What follows belongs to an exercise in optimizing a design on an open flow for small area, a short achievable clock period and few clock cycles; a production flow would make more cautious choices. Where RTL was checked, it was by simulation tests only, not by an equivalence proof against the original. No activity file was given, so power comes from the tool's default toggle rates.

==> flow/design.v (excerpt) <==
module qgk (
    input  wire        clk,
    input  wire        rst,
    input  wire        reg_wr,
    input  wire [6:0]  reg_addr,
    input  wire [31:0] reg_wdata,
    output reg  [31:0] reg_rdata,
    output wire        busy,
    output reg         mem_req,
    output reg         mem_we,
    output reg  [31:0] mem_addr,
    output reg  [3:0]  mem_be,
    output reg  [31:0] mem_wdata,
    input  wire        mem_ready,
    input  wire [31:0] mem_rdata
);
    reg [31:0] cmd_r;
    reg        st_done, st_err;
    reg [2:0]  st_cause;
    reg [31:0] wptr, aptr, bptr, mptr, sptr, zptr, optr;
    reg [15:0] nch, klen;
    reg [7:0]  zw, zout, zin;
    reg [31:0] src, dst, len;
    reg [2:0]  pbit;
    reg [31:0] rqsum, rqmul;
    reg [7:0]  rqshift, rqres;
    reg [31:0] acc0, acc1, acc2, acc3;
    localparam S_IDLE = 5'd0,
               S_Z0   = 5'd1,    
               S_Z1   = 5'd2,
               S_BA   = 5'd3,    
               S_BB   = 5'd4,
               S_WA   = 5'd5,    
               S_WB   = 5'd6,
               S_X1   = 5'd7,    
               S_X2   = 5'd8,
               S_GW   = 5'd9,    
               S_OW   = 5'd10,   
               S_MA   = 5'd11,   
               S_MB   = 5'd12,
               S_S0   = 5'd13,
               S_S1   = 5'd14,
               S_TW   = 5'd15,   
               S_U_RD = 5'd16,   
               S_U_WR = 5'd17,   
               S_P_OR = 5'd18,   
               S_P_RD = 5'd19,   
               S_P_WR = 5'd20,   
               S_C_RD = 5'd21,   
               S_C_WR = 5'd22,   
               S_RQ   = 5'd23;   
    reg [23:0] st;
    assign busy = !st[S_IDLE];
  ...
clock: 16.0 ns
lec_check: 0
cap_margin: 30
core_margin: 2
core_utilization: 50
cts_cluster_diameter: 100
cts_cluster_size: 20
slew_margin: 30
standard.sh (not shown) runs the stock make flow with config.mk's settings and CLKGATE_MAP_FILE= SYNTH_SCRIPT=/design/flow/synth_recipe.tcl, a recipe that flattens the netlist after the stock synthesis.
==> flow/flow/run.sh <==
#!/bin/bash
# The standard ORFS layout (standard synthesis, floorplan, placement, CTS,
# routing), with two changes: the port buffers are buf_4 cells rather than the
# default delay buffers, and ORFS's timing repair is asked to keep a setup
# margin of MARGIN ns at the design's clock period. The make output goes to
# standard_flow.log; ORFS keeps each step's log under orfs/logs/.
set -euo pipefail
MARGIN=7.6
bash standard.sh SETUP_SLACK_MARGIN=$MARGIN "BUFFER_PORTS_ARGS=-buffer_cell sky130_fd_sc_hd__buf_4" finish > standard_flow.log 2>&1
Testbench counts at the start, summed over its fixed seeds: cycles 61,590.
==> next run, changes <==
--- a/flow/design.v
+++ b/flow/design.v
@@ -386,17 +386,17 @@
     qgk_smlad u_mac_a (.a0(la_r[14:0]),  .a1(la_r[29:15]), .x0(xr[15:0]), .x1(xr[31:16]),
                        .t0(x3lo), .t1(x3hi), .acc(bias_a ? xr : xc ? wacc1 : wacc0), .q(mac_a));
     qgk_smlad u_mac_b (.a0(la_r[44:30]), .a1(la_r[59:45]), .x0(xr[15:0]), .x1(xr[31:16]),
                        .t0(x3lo), .t1(x3hi), .acc(bias_b ? xr : xc ? wacc3 : wacc2), .q(mac_b));
     always @(posedge clk) begin
         xr   <= mem_rdata;
         x3lo <= x3lo_n;
         x3hi <= x3hi_n;
-        la_r <= (st[S_BA] || st[S_BB]) ? 60'd0 : conv ? {42'd0, lane_a} : {bd_bh, bd_bl, bd_ah, bd_al};
+        la_r <= (st[S_BA] || st[S_BB]) ? 60'd0 : {bd_bh, bd_bl, bd_ah[14:3], conv ? lane_a : {bd_ah[2:0], bd_al}};
         if (bias_a || (xv && !xc)) wacc0 <= mac_a;
         if (bias_a || (xv &&  xc)) wacc1 <= mac_a;
         if (bias_b || (xv && !xc)) wacc2 <= mac_b;
         if (bias_b || (xv &&  xc)) wacc3 <= mac_b;
     end
     localparam R_IDLE = 2'd0, R_LOAD = 2'd1, R_PSH = 2'd2, R_MUL = 2'd3;
     reg [1:0]  rq_ph;
     reg [31:0] rq_pre;
@@ -404,40 +404,40 @@
     reg [31:0] rq_a;
     reg [4:0]  rq_cnt;
     reg        rq_ovf;
     reg [1:0]  rq_k;
     reg        rq_req;
     reg        rq_fin;       
     reg        rq_fodd;      
     reg        rq_freq;      
-    reg [2:0]  rq_rem;
+    reg [3:0]  rq_rem;
     reg        rq_start_req;
     wire       rq_start = snap;
     wire [31:0] r_sum = rq_req ? rqsum : (rq_k == 2'd0) ? acc0 : (rq_k == 2'd1) ? acc1 :
                                          (rq_k == 2'd2) ? acc2 : acc3;
     wire [31:0] r_m   = rq_req ? rqmul : rq_k[1] ? mb : ma;
     wire [7:0]  r_s   = rq_req ? rqshift : rq_k[1] ? sb : sa;
     wire        r_psh = r_s[7];                          
     wire [4:0]  r_n1c = (r_s[7:5] == 3'b111) ? ~r_s[4:0] : 5'd31;    
     wire [4:0]  r_n2  = r_s[7] ? 5'd0 : (r_s[6:5] != 2'b00) ? 5'd31 : r_s[4:0];
-    wire        r_n2big = (r_n2[4:2] != 3'd0);
-    wire [3:0]  r_steps = 4'd7 + {1'b0, r_n2[4:2]} - {3'd0, r_n2big};
-    wire [2:0]  r_rem   = r_n2big ? {1'b1, r_n2[1:0]} : {1'b0, r_n2[1:0]};
+    wire        r_n2big = r_n2[4];
+    wire [3:0]  r_steps = r_n2big ? 4'd8 + {2'b0, r_n2[3:2]} : 4'd7;
+    wire [3:0]  r_rem   = r_n2big ? {2'b11, r_n2[1:0]} : r_n2[3:0];
     wire        r_load = (rq_ph == R_LOAD);
     wire [3:0]  r_dig = r_load ? r_sum[3:0] : rq_pre[3:0];
     wire        r_dpb = r_load ? 1'b0 : rq_pb;
     wire [31:0] r_ain = r_load ? 32'd0 : rq_a;
     wire [35:0] r_acc;
     qgk_rqstep u_rqstep (.a(r_ain), .m(r_m), .d0({r_dig[1:0], r_dpb}), .d1(r_dig[3:1]), .s(r_acc));
-    wire [14:0] f_lo  = rq_a[14:0] >> rq_rem;
+    wire [22:0] f_lo  = rq_a[22:0] >> rq_rem;
     wire        f_neg = rq_a[31];
-    wire [6:0]  f_hm  = 7'b1111111 << rq_rem;            
-    wire        f_h0  = (rq_a[31:15] == 17'd0) && ((rq_a[14:8] & f_hm) == 7'd0);
-    wire        f_h1  = (rq_a[31:15] == {17{1'b1}}) && ((rq_a[14:8] & f_hm) == f_hm);
+    wire [14:0] f_hm  = 15'h7FFF << rq_rem;              
+    wire        f_h0  = (rq_a[31:23] == 9'd0) && ((rq_a[22:8] & f_hm) == 15'd0);
+    wire        f_h1  = (rq_a[31:23] == {9{1'b1}}) && ((rq_a[22:8] & f_hm) == f_hm);
     wire [8:0]  f_sum = {1'b0, f_lo[7:0]} + {1'b0, zout};
     wire [7:0]  r_max = (wo == 2'd1) ? 8'd3 : (wo == 2'd2) ? 8'd15 : 8'd255;
     wire [7:0]  f_min = (f_sum[7:0] > r_max) ? r_max : f_sum[7:0];
     wire [7:0]  r_q   = f_h0 ? ((f_sum > {1'b0, r_max}) ? r_max : f_sum[7:0]) :
                         f_h1 ? (f_sum[8] ? f_min : 8'd0) :
                         f_neg ? 8'd0 : r_max;
     always @(posedge clk) begin
         rq_fin <= 1'b0;
Outcome: The new run completed with no timing, DRC or antenna violations; clock-buffer cell count came out lower by 9; global-route usage came out lower by 0.71 points; final area hardly moves; via count barely changes; sequential power rose by 7.5%; routed wire length came out lower by 1.7%; sequential share of layout area stays flat; total power went up by 43%; synthesized area grows by 0.56%; worst hold slack degrades by 0.018 ns.
Testbench counts after the change, summed over its fixed seeds: cycles 61,292.

Starting RTL as in the previous note.
Settings: LEC_CHECK=0, CAP_MARGIN=20, CORE_MARGIN=2, CORE_UTILIZATION=55, CTS_CLUSTER_DIAMETER=100, CTS_CLUSTER_SIZE=20, SLEW_MARGIN=20; clock period 16.0 ns.
Scripts as last shown in full above: flow/flow/run.sh
The first run produced a layout that fails on capacitance limit, slew limit.
Testbench counts at the start, summed over its fixed seeds: cycles 61,590.
Then changed:
--- a/flow/design.v
+++ b/flow/design.v
@@ -34,29 +34,30 @@
                S_WB   = 5'd6,
                S_X1   = 5'd7,    
                S_X2   = 5'd8,
                S_GW   = 5'd9,    
                S_OW   = 5'd10,   
                S_MA   = 5'd11,   
                S_MB   = 5'd12,
                S_S0   = 5'd13,
                S_S1   = 5'd14,
                S_TW   = 5'd15,   
-               S_U_RD = 5'd16,   
-               S_U_WR = 5'd17,   
-               S_P_OR = 5'd18,   
-               S_P_RD = 5'd19,   
-               S_P_WR = 5'd20,   
-               S_C_RD = 5'd21,   
-               S_C_WR = 5'd22,   
-               S_RQ   = 5'd23;   
-    reg [23:0] st;
+               S_OP   = 5'd16,   
+               S_U_RD = 5'd17,   
+               S_U_WR = 5'd18,   
+               S_P_OR = 5'd19,   
+               S_P_RD = 5'd20,   
+               S_P_WR = 5'd21,   
+               S_C_RD = 5'd22,   
+               S_C_WR = 5'd23,   
+               S_RQ   = 5'd24;   
+    reg [24:0] st;
     assign busy = !st[S_IDLE];
     reg [1:0]  wa, wo;
     reg        zpc;
     reg        conv;         
     reg [31:0] pw;           
     reg [15:0] ch;           
     reg [14:0] aw;           
     reg [15:0] co;           
     reg [1:0]  owk;          
     reg        fin;          
@@ -197,23 +198,23 @@
     end
     wire        rq_idle;     
     wire        snap;        
     wire       c_end = f_c_end;
     wire       last_j = f_last_j;
     wire       s_end = (st[S_S0] && !b_cross) || st[S_S1];      
     wire       o_end = st[S_OW] && ow_cend && owk[0];           
     wire       gap   = (st[S_BB] && f_k_zero) || (st[S_X2] && f_last_aw);
     wire       g_rdy = f_ch_zero || rq_idle;
     wire       g_ow  = !f_ch_zero && ow_need;
-    reg [23:0] st_adv;
+    reg [24:0] st_adv;
     always @(*) begin
-        st_adv         = 24'd0;
+        st_adv         = 25'd0;
         st_adv[S_IDLE] = st[S_IDLE] || (o_end && fin) || ((st[S_U_WR] || st[S_P_WR]) && f_pw_end) ||
                          (st[S_C_WR] && c_end && f_c_last && !f_c_tail) || (st[S_RQ] && rq_idle);
         st_adv[S_Z0]   = s_end && !f_last_ch && zpc;
         st_adv[S_Z1]   = st[S_Z0] && b_cross;
         st_adv[S_BA]   = (st[S_Z0] && !b_cross) || st[S_Z1] || (s_end && !f_last_ch && !zpc);
         st_adv[S_BB]   = st[S_BA];
         st_adv[S_WA]   = (st[S_BB] && !f_k_zero) || (st[S_X2] && !f_last_aw && last_j);
         st_adv[S_WB]   = st[S_WA];
         st_adv[S_X1]   = st[S_WB] || (st[S_X2] && !f_last_aw && !last_j);
         st_adv[S_X2]   = st[S_X1];
@@ -227,21 +228,21 @@
         st_adv[S_TW]   = (s_end && f_last_ch) || (st[S_TW] && !rq_idle);
         st_adv[S_U_RD] = (st[S_U_WR] && !f_pw_end) || (st[S_C_WR] && c_end && f_c_last && f_c_tail);
         st_adv[S_U_WR] = st[S_U_RD];
         st_adv[S_P_RD] = st[S_P_WR] && !f_pw_end;
         st_adv[S_P_OR] = st[S_P_RD] && f_p_or;
         st_adv[S_P_WR] = (st[S_P_RD] && !f_p_or) || st[S_P_OR];
         st_adv[S_C_RD] = st[S_C_WR] && c_end && !f_c_last;
         st_adv[S_C_WR] = st[S_C_RD] || (st[S_C_WR] && !c_end);
         st_adv[S_RQ]   = st[S_RQ] && !rq_idle;
     end
-    wire [23:0] st_n = st[S_IDLE] ? (cmd_wr ? (24'd1 << d_st) : (24'd1 << S_IDLE)) :
+    wire [24:0] st_n = st[S_IDLE] ? (cmd_wr ? (25'd1 << d_st) : (25'd1 << S_IDLE)) :
                        (mem_req && !mem_ready) ? st : st_adv;
     always @(posedge clk) begin
         if (cmd_wr) begin
             pw <= 32'd0;
             ch <= 16'd0;
             co <= 16'd0;
         end
         if (ack && (st[S_WB] || st[S_U_WR] || st[S_P_WR] || st[S_C_WR]))
             pw <= pw_nx;
         if (ack && (st[S_S1] || (st[S_S0] && !b_cross)) && !f_last_ch)
@@ -496,21 +497,21 @@
         end
     end
     always @(posedge clk) begin
         if (rq_fin && !rq_freq) begin
             if (!rq_fodd)
                 b1 <= (wo == 2'd1) ? {r_q[1:0], b1[15:2]} : (wo == 2'd2) ? {r_q[3:0], b1[15:4]} : {r_q, b1[15:8]};
             else
                 b2 <= (wo == 2'd1) ? {r_q[1:0], b2[15:2]} : (wo == 2'd2) ? {r_q[3:0], b2[15:4]} : {r_q, b2[15:8]};
         end
     end
-    assign rq_idle = (rq_ph == R_IDLE) && !rq_start_req;
+    assign rq_idle = (rq_ph == R_IDLE) && !rq_start && !rq_start_req;
     wire        h_wr = reg_wr && st[S_IDLE];
     wire [31:0] dz   = reg_wdata & {32{~rst}};
     wire [4:0]  ha   = reg_addr[6:2];
     assign      snap = ack && (st[S_S1] || (st[S_S0] && !b_cross));
     always @(posedge clk) begin
         if (rst || (h_wr && ha == 5'h00)) cmd_r   <= dz;
         if (rst || (h_wr && ha == 5'h02)) wptr    <= dz;
         if (rst || (h_wr && ha == 5'h03)) aptr    <= dz;
         if (rst || (h_wr && ha == 5'h04)) bptr    <= dz;
         if (rst || (h_wr && ha == 5'h05)) mptr    <= dz;
@@ -533,21 +534,21 @@
             acc1 <= wacc1 & {32{~rst}};
             acc2 <= wacc2 & {32{~rst}};
             acc3 <= wacc3 & {32{~rst}};
         end
     end
     always @(posedge clk) begin
         rq_start_req <= 1'b0;
         xv           <= 1'b0;
         bias_a       <= 1'b0;
         bias_b       <= 1'b0;
-        st    <= rst ? (24'd1 << S_IDLE) : st_n;
+        st    <= rst ? (25'd1 << S_IDLE) : st_n;
         if (st[S_IDLE])
             ba <= (reg_wdata[3:0] == 4'd5) ? (reg_wdata[8] ? zptr : bptr) : src;
         else if (!(mem_req && !mem_ready))
             ba <= na;
         if (rst) begin
             st_done  <= 1'b0;
             st_err   <= 1'b0;
             st_cause <= 3'd0;
         end else begin
             if (cmd_wr) begin
Now the flow finished with timing, DRC and antenna clean.
Wire length increases by 0.36%.
Synthesized cell count grows by 0.37%.
Worst setup slack gets worse by 0.099 ns.
Non-clock buffer count came out higher by 60.
Area after synthesis hardly moves.
Power is higher by 31%.
Clock power barely changes.
Cell count goes up by 0.94%.
Design area rose by 0.46%.
For the second run of this note, only the layout was checked, not whether the RTL still works.

Another version of the RTL of qgk (not shown whole).
Size: ~8,900 cells after synthesis, roughly 1,300 flip-flops.
## qgk
module qgk (
    input  wire        clk,
    input  wire        rst,
    input  wire        reg_wr,
    input  wire [6:0]  reg_addr,
    input  wire [31:0] reg_wdata,
    output reg  [31:0] reg_rdata,
    output wire        busy,
    output reg         mem_req,
    output reg         mem_we,
    output reg  [31:0] mem_addr,
    output reg  [3:0]  mem_be,
    output reg  [31:0] mem_wdata,
    input  wire        mem_ready,
    input  wire [31:0] mem_rdata
);
export LEC_CHECK = 0
export CAP_MARGIN = 20
export CORE_MARGIN = 2
export CORE_UTILIZATION = 55
export CTS_CLUSTER_DIAMETER = 100
export CTS_CLUSTER_SIZE = 20
export SLEW_MARGIN = 20
create_clock -name core_clock -period 16.0 [get_ports {clk}]
Scripts as last shown in full above: flow/flow/run.sh
The starting point produced a clean layout.
==> next run, changes <==
--- a/flow/design.v
+++ b/flow/design.v
@@ -145,26 +145,25 @@
     wire [2:0]  gj       = (wa == 2'd1) ? aw[2:0] : (wa == 2'd2) ? {1'b0, aw[1:0]} : {2'b0, aw[0]};
     wire [2:0]  cj       = (wa == 2'd1) ? pw[3:1] : (wa == 2'd2) ? {1'b0, pw[2:1]} : {2'b0, pw[1]};
     reg         f_last_j;    
     reg         f_c_end;     
     wire [2:0]  cj_n = st[S_C_RD] ? 3'd0 : (st[S_C_WR] && ack) ? cj + 3'd1 : cj;
     reg         f_last_grp;  
     reg         f_k_zero;    
     reg         f_ch_zero;   
     reg         f_p_or;      
     reg         f_p_cy;      
     reg         f_c_tail;    
-    wire        ow_need  = (wo == 2'd3) || (wo == 2'd2 && !ch[1]) || (wo == 2'd1 && ch[2:1] == 2'b00);
-    wire        o_full   = !fin || (wo == 2'd3) || (wo == 2'd2 && ch[1]) || (wo == 2'd1 && ch[2]);
-    wire        o_half   = o_full && !owk[1] && (ba[1:0] != 2'd3);
-    wire        ow_cend  = !o_full || o_half || owk[1];
+    wire        ow_need  = (wo != 2'd1) || !ch[1];
+    wire        o_half   = (wo == 2'd3) && !owk[1] && (ba[1:0] != 2'd3);
+    wire        ow_cend  = (wo != 2'd3) || o_half || owk[1];
     wire        b_cross  = (ba[1:0] == 2'd3);
     wire [31:0] e_boff = (wa == 2'd1) ? {2'd0, pw[31:2]} : (wa == 2'd2) ? {1'b0, pw[31:1]} : pw;
     wire [2:0]  e_bit  = (wa == 2'd1) ? {pw[1:0], 1'b0} : (wa == 2'd2) ? {pw[0], 2'b0} : 3'd0;
     wire [3:0]  p_bsum = {1'b0, e_bit} + {1'b0, pbit};
     wire [1:0]  pw_lo_n  = st[S_IDLE] ? 2'd0 : (st[S_P_WR] && ack) ? pw[1:0] + 2'd1 : pw[1:0];
     wire [2:0]  e_bit_n  = (wa == 2'd1) ? {pw_lo_n, 1'b0} : (wa == 2'd2) ? {pw_lo_n[0], 2'b0} : 3'd0;
     wire [3:0]  p_bsum_n = {1'b0, e_bit_n} + {1'b0, pbit};
     wire        e_nbyte = (wa == 2'd3) || (wa == 2'd2 && pw[0]) || (wa == 2'd1 && pw[1:0] == 2'b11);
     reg         f_last_aw;   
     reg         f_last_ch;   
     reg         f_pw_end;    
@@ -248,23 +247,23 @@
         if (ack && (st[S_S1] || (st[S_S0] && !b_cross)) && !f_last_ch)
             ch <= ch + 16'd2;
         if (ack && st[S_BB])
             aw <= 15'd0;
         if (ack && st[S_X2])
             aw <= aw + 15'd1;
         if ((ack && st[S_BB]) || st[S_TW])
             owk <= 2'd0;
         if (ack && st[S_OW]) begin
             owk <= !ow_cend ? (2'b10 | owk) : {1'b0, ~owk[0]};
             if (ow_cend && owk[0])
-                co <= co + (o_full ? 16'd2 : 16'd1);
+                co <= co + ((wo == 2'd3) ? 16'd2 : 16'd1);
         end
     end
     wire [1:0]  owk_n = st[S_OW] ? (!ow_cend ? (2'b10 | owk) : {1'b0, ~owk[0]}) : 2'b00;
     wire        from_s  = (st[S_S0] || st[S_S1]);
     wire        op_adv  = o_end && fin;
     wire [31:0] a_base =
         ({32{st_adv[S_Z0] | st_adv[S_Z1]}} & zptr) |
         ({32{st_adv[S_BA] | st_adv[S_BB]}} & bptr) |
         ({32{st_adv[S_WA] | st_adv[S_WB]}} & wptr) |
         ({32{st_adv[S_X1] | st_adv[S_X2]}} & aptr) |
         ({32{st_adv[S_OW] | op_adv}} & optr) |
@@ -303,23 +302,23 @@
     qgk_lanes u_lane_a (.x(st[S_C_RD] ? mem_rdata : wra), .j(conv ? cj_n : gj), .code(wa),
                         .z(conv ? zin : za), .l(lane_a));
     qgk_lanes u_lane_b (.x(wrb), .j(gj), .code(wa), .z(zb), .l(lane_b));
     wire [31:0] cv_word = {{7{la_r[17]}}, la_r[17:9], {7{la_r[8]}}, la_r[8:0]};
     wire [7:0]  u_fld   = (rd_byte >> e_bit) & wa_mask;
     wire [15:0] u_half  = {8'd0, u_fld} - {8'd0, (conv ? zin : 8'd0)};
     wire [15:0] p_half  = ba[1] ? mem_rdata[31:16] : mem_rdata[15:0];
     wire [7:0]  p_sat   = p_half[15] ? 8'd0 : (p_half > {8'd0, wa_mask}) ? wa_mask : p_half[7:0];
     wire [7:0]  p_old   = wrb[{ba[1:0], 3'b000} +: 8];
     wire [7:0]  p_byte  = (f_p_or ? p_old : 8'd0) | (wra[7:0] << p_bsum[2:0]);
     wire [15:0] o_fld   = owk[0] ? b2 : b1;
-    wire [7:0]  o_byte  = (!o_full || owk[1]) ? o_fld[15:8] : o_fld[7:0];
+    wire [7:0]  o_byte  = (wo != 2'd3) ? o_fld[15:8] : owk[1] ? o_fld[15:8] : o_fld[7:0];
     always @(*) begin
         mem_addr  = {ba[31:2], 2'b00};
         mem_we    = 1'b0;
         mem_be    = 4'd0;
         mem_wdata = 32'd0;
         if (st[S_U_WR]) begin
                 mem_we    = 1'b1;
                 mem_be    = ba[1] ? 4'b1100 : 4'b0011;
                 mem_wdata = {2{wra[15:0]}};
         end
         if (st[S_C_WR]) begin
=>
- hold slack gains 0.0096 ns
- non-clock buffer count came out higher by 61
- power came out lower by 25%
- setup slack loses 0.090 ns
- critical path depth came out lower by 1
- fmax came out lower by 1.0%
- routed wire length hardly moves
- synthesized cell count came out lower by 2.1%
- design area came out higher by 0.44%
- clock skew came out higher by 0.0069 ns
- cell count came out lower by 0.80%
- synthesized area came out lower by 0.46%
Testbench counts after the change, summed over its fixed seeds: cycles 62,166.
The RTL of the first run of this note was laid out without a check of its function.

## static timing again, ports no longer ideal
In the flow no input, the clock included, has a driving cell. The finished layouts below were timed again as built, in two steps. Step 1 sets driving cells, clkbuf_16 on the clock port and buf_2 on the other inputs (assumed; they add their load-dependent delay and slew). Step 2 moves the port delays by t, midway between the first and last clock arrival at a register: inputs arrive t later, outputs are due t later. That takes back most of the time a late clock gives input paths. a / b / c = ideal ports / drivers / drivers and shift; a / b = the first two.
| run | shift t [ns] | setup WS [ns] | slew at the worst register clock pin (ns) | worst slew at a driven data input, ns |
|---|---|---|---|---|
| the first run of note 1 | 0.867 | 7.525 / 7.458 / 7.245 | 0.10 / 0.10 | 0.11 |
| the second run of note 1 | 0.824 | 7.522 / 7.315 / 7.315 | 0.10 / 0.10 | 0.25 |
| the first run of note 2 | 0.869 | 7.380 / 7.329 / 7.329 | 0.10 / 0.10 | 0.11 |
| the second run of note 2 | 0.855 | 7.281 / 7.209 / 6.937 | 0.10 / 0.10 | 0.11 |
| the first run of note 3 | 0.836 | 7.470 / 7.266 / 6.864 | 0.10 / 0.10 | 0.24 |
| the second run of note 3 | 0.819 | 7.379 / 7.254 / 6.908 | 0.10 / 0.10 | 0.26 |
For the first run of note 3, which loses most, drivers alone change the setup slack by -0.204 ns; drivers and shift together by -0.606 ns.
